Context: an optimization exercise on an open-source flow, tuned for small area, a short achievable clock period and few clock cycles. The choices shown serve that exercise and are no tape-out recipe. At most, simulation tests tie the RTL to the original design; equivalence was not proved. Power figures rest on the tool's default switching activity, not on a simulated workload.

Setup of build 70:
// iono_xact
module iono_xact (
    input  wire        clk,
    input  wire        rst,
    input  wire        req_valid,
    output wire        req_ready,
    input  wire [2:0]  req_op,
    input  wire        req_bank,
    input  wire [6:0]  req_cmd,
    input  wire [7:0]  req_reg,
    input  wire [7:0]  req_data,
    output wire        rsp_valid,
    output wire        rsp_ok,
    output reg  [7:0]  rsp_value,
    output wire        ex_valid,
    input  wire        ex_ready,
    output wire [1:0]  ex_cs,
    output wire [23:0] ex_tx,
    input  wire        ex_rvalid,
    input  wire [23:0] ex_rx,
    output wire [1:0]  in_err,
    output wire [1:0]  out_err,
    output wire [1:0]  clr_pending,
    output wire [7:0]  in_inputs0,
    output wire [7:0]  in_inputs1
);
Size: about 560 cells after synthesis, about 120 I/O pins, roughly 5400 um2 of cells after synthesis.
==> flow/config.mk <==
export PLATFORM = sky130hd
export DESIGN_NAME = iono_xact
export DESIGN_NICKNAME = iono_xact
export VERILOG_FILES = /design/flow/design.v
export SDC_FILE = /design/flow/constraint.sdc
export NUM_CORES = 4
export LEC_CHECK = 0
export CAP_MARGIN = 20
export CORE_MARGIN = 2
export CORE_UTILIZATION = 40
export SETUP_SLACK_MARGIN = 2.6
export SLEW_MARGIN = 20
==> flow/constraint.sdc <==
create_clock -name core_clock -period 5.0 [get_ports {clk}]
set_input_delay 1.0000 -clock core_clock [delete_from_list [all_inputs] [get_ports {clk}]]
set_output_delay 1.0000 -clock core_clock [all_outputs]
set_load 0.01 [all_outputs]
standard.sh (not shown) runs the stock make flow with config.mk's settings and CLKGATE_MAP_FILE= SYNTH_SCRIPT=/design/flow/synth_recipe.tcl, a recipe that flattens the netlist after the stock synthesis.
==> flow/flow/run.sh <==
#!/bin/bash
# The standard layout, with two changes to how it is made:
# - the smallest buffer on every input and output port (the standard flow's
#   buffer_ports otherwise picks a larger delay buffer);
# - synthesis does not map to the 3-input XOR/XNOR cells (slow on the CRC trees).
set -euo pipefail
export BUFFER_PORTS_ARGS="-buffer_cell sky130_fd_sc_hd__buf_1"
cd "$(dirname "$0")/.."
plat=$(make -s --no-print-directory -C "$FLOW_HOME" DESIGN_CONFIG="$PWD/config.mk" WORK_HOME="$PWD/orfs" print-DONT_USE_CELLS | sed -n 's/^DONT_USE_CELLS: //p')
extra="sky130_fd_sc_hd__xor3_1 sky130_fd_sc_hd__xor3_2 sky130_fd_sc_hd__xor3_4 sky130_fd_sc_hd__xnor3_1 sky130_fd_sc_hd__xnor3_2 sky130_fd_sc_hd__xnor3_4"
echo "DONT_USE_CELLS: $plat $extra" > dont_use.log
bash standard.sh DONT_USE_CELLS="$plat $extra" finish > standard.log 2>&1
Testbench counts of build 70, summed over its fixed seeds: cycles 10,194.
Edits applied to the flow inputs when going from build 70 to build 79:
- CTS_BUF_LIST newly set to sky130_fd_sc_hd__clkbuf_8
- SETUP_SLACK_MARGIN changed from 2.6 to 2.4
| wire length of the first global-routing pass | build 79 vs build 70 | 0.50% lower |
sky130_fd_sc_hd__mux2_2 as the slowest library cell on the worst path was reported by build 79, and sky130_fd_sc_hd__edfxtp_1 by build 70.
Build 79 has worst setup slack below what build 70 had.
On met1 track demand over resource: between build 70 and build 79, it ends up higher for build 70.
diff inputs: build 79 => build 80
- a deleted CTS_BUF_LIST that had been sky130_fd_sc_hd__clkbuf_8
==> run summary <==
Compared with build 79, the router placed fewer vias in build 80. Looking at routed metal-1 wirelength, build 80 sits about 1.3% above build 79. Global-route usage essentially unchanged between build 79 and build 80. The run showing the smaller minimum clock period after layout is build 80. Smallest setup slack after layout is higher on build 80. Compared with build 79, in build 80 worst vdd rail ir drop shows an increase of 6.1%, aggregate routed wire length essentially unchanged. Of build 80 and build 79, the run reporting the lower smallest hold slack was build 80. Taking build 79 as the reference, in build 80 count of flip-flops with a built-in enable after synthesis roughly the same; post-route standard cell area excluding fillers higher; distinct cell type count after synthesis roughly the same.


## north
Another version of the RTL of iono_xact (not shown whole).
Size in the first run: about 82 flip-flops, about 120 I/O pins, about 0.0058 mm^2 of cells after synthesis.
Design iono_xact, start of the top module:
module iono_xact (
    input  wire        clk,
    input  wire        rst,
    input  wire        req_valid,
    output wire        req_ready,
    input  wire [2:0]  req_op,
    input  wire        req_bank,
    input  wire [6:0]  req_cmd,
    input  wire [7:0]  req_reg,
    input  wire [7:0]  req_data,
    output wire        rsp_valid,
    output wire        rsp_ok,
    output reg  [7:0]  rsp_value,
    output wire        ex_valid,
    input  wire        ex_ready,
    output wire [1:0]  ex_cs,
    output wire [23:0] ex_tx,
    input  wire        ex_rvalid,
    input  wire [23:0] ex_rx,
    output wire [1:0]  in_err,
    output wire [1:0]  out_err,
    output wire [1:0]  clr_pending,
    output wire [7:0]  in_inputs0,
    output wire [7:0]  in_inputs1
);
    localparam [2:0] OP_IN_READ   = 3'd0;
    localparam [2:0] OP_IN_WRITE  = 3'd1;
    localparam [2:0] OP_OUT_READ  = 3'd2;
    localparam [2:0] OP_OUT_WRITE = 3'd3;
    localparam [2:0] OP_OUT_CFG   = 3'd4;
    localparam [2:0] OP_CLEAR     = 3'd5;
    localparam [7:0]  OUT_CMD_READ_REG = 8'h7F;
    localparam [23:0] OUT_RT_FRAME     = 24'h050F03;   
    localparam [1:0]  ATTEMPTS_LAST    = 2'd2;
    reg        busy;       
    reg        vreq;       
    reg        rt;         
    reg        kin;        
    reg        wr;         
    reg        cfg;        
    reg        ldv;        
    reg        bank;
    reg [1:0]  attempt;
    reg        p1ok;       
    reg [15:0] f;          
    reg [6:0]  c;          
    reg        pend;       
    reg        ok5r;       
    reg        ok7r;       
    reg        eqr;        
    reg [1:0]  pin;        
    reg [1:0]  pout;       
    reg [7:0]  r0r;        
    reg        rspv_r, rsp_ok_r;
    reg [1:0]  in_err_r, out_err_r, clr_r;
    reg [7:0]  in0_r, in1_r;
    wire rb = cfg && !wr;                             
    wire last    = (attempt == ATTEMPTS_LAST);
    wire okw     = ok7r && (p1ok || !wr);               
    wire att_ok  = kin ? ok5r : okw;
    wire p_ok    = att_ok && (eqr || !rb);              
    wire p_done  = pend && (att_ok ? !(wr && cfg) : last);
    wire retry   = pend && !att_ok && !last;
    wire go      = pend && okw && wr && cfg;            
    assign rsp_valid      = rspv_r || p_done;
    assign rsp_ok         = pend ? p_ok : rsp_ok_r;
    assign in_err[0]      = pin[0]  ? !ok5r : in_err_r[0];
  ...
==> flow/config.mk <==
export PLATFORM = sky130hd
export DESIGN_NAME = iono_xact
export DESIGN_NICKNAME = iono_xact
export VERILOG_FILES = /design/flow/design.v
export SDC_FILE = /design/flow/constraint.sdc
export NUM_CORES = 4
export LEC_CHECK = 0
export CAP_MARGIN = 20
export CORE_MARGIN = 2
export CORE_UTILIZATION = 40
export SETUP_SLACK_MARGIN = 2.5
export SLEW_MARGIN = 20
==> flow/constraint.sdc <==
create_clock -name core_clock -period 5.0 [get_ports {clk}]
set_input_delay 1.0000 -clock core_clock [delete_from_list [all_inputs] [get_ports {clk}]]
set_output_delay 1.0000 -clock core_clock [all_outputs]
set_load 0.01 [all_outputs]
==> flow/flow/run.sh <==
#!/bin/bash
# The standard layout, with the smallest buffer on every input and output port
# (the standard flow's buffer_ports otherwise picks a larger delay buffer).
set -euo pipefail
export BUFFER_PORTS_ARGS="-buffer_cell sky130_fd_sc_hd__buf_1"
bash standard.sh > standard.log 2>&1
In summary, north completed successfully, with a layout that passed the timing, DRC and antenna checks.
The following lists how south was set up differently from north:
-- flow/config.mk --
<<< north, line 8
>>> south, line 8
export ABC_CLOCK_PERIOD_IN_PS = 3000
<<< north, line 11
export SETUP_SLACK_MARGIN = 2.5
>>> south, line 12
export SETUP_SLACK_MARGIN = 2.1
[summary]
In the flow results for north and south, the number of non-clock buffers in the layout is smaller on south. Against north, maximum achievable frequency in south came out worse. Between north and south, the flow reports routed via count divided by cell count decreasing by a few percent. On setup slack after placement: south sits below north. From north to south the numbers moved as follows: area of combinational cells with multiple inputs dropped 12%, post-placement cell count barely changed, buffer and inverter count on the worst path has increased. Re sequential power: south is about 0.5% down on north. The lower area added between synthesis and finish came out of south. south -> north: clock latency of the later-clocked register in the worst-skew pair flat. Relative to north, final cell area excluding filler cells decreased by 15% in south.
No run of this note included a check of the RTL's function; only the layout flow was run.

## separate check: timing with driven ports
The flow's constraints put no driver on any port. The routed layouts listed below were extracted and timed again, unchanged, in two steps.
Step 1, drivers: a clkbuf_16 drives clk and a buf_2 each remaining input, both assumed.
Step 2 adds t to the input delays and takes it off the output delays; t is the mean of the earliest and latest rising clock arrival at the registers after step 1. Input paths then give back, and output paths get back, about the clock's delay inside the block.
Slacks: ideal / step 1 / step 2; pairs: ideal / step 1.
run | shift t [ns] | setup WS [ns] | latest minus earliest clock arrival (ns) | slew at the worst register clock pin (ns) | worst data-port slew with drivers (ns)
build 70 | 0.379 | 2.539 / 2.502 / 2.266 | 0.007 / 0.006 | 0.07 / 0.07 | 0.07
build 79 | 0.403 | 2.426 / 2.393 / 2.141 | 0.010 / 0.010 | 0.10 / 0.10 | 0.06
build 80 | 0.381 | 2.494 / 2.449 / 2.175 | 0.008 / 0.008 | 0.07 / 0.07 | 0.06
north | 0.391 | 2.184 / 2.139 / 1.844 | 0.011 / 0.012 | 0.07 / 0.07 | 0.06
south | 0.381 | 2.168 / 2.127 / 1.819 | 0.009 / 0.009 | 0.07 / 0.07 | 0.05
After both steps setup and hold are still met in every run listed. For south, which loses most, drivers alone change the setup slack by -0.041 ns; drivers and shift together by -0.349 ns.
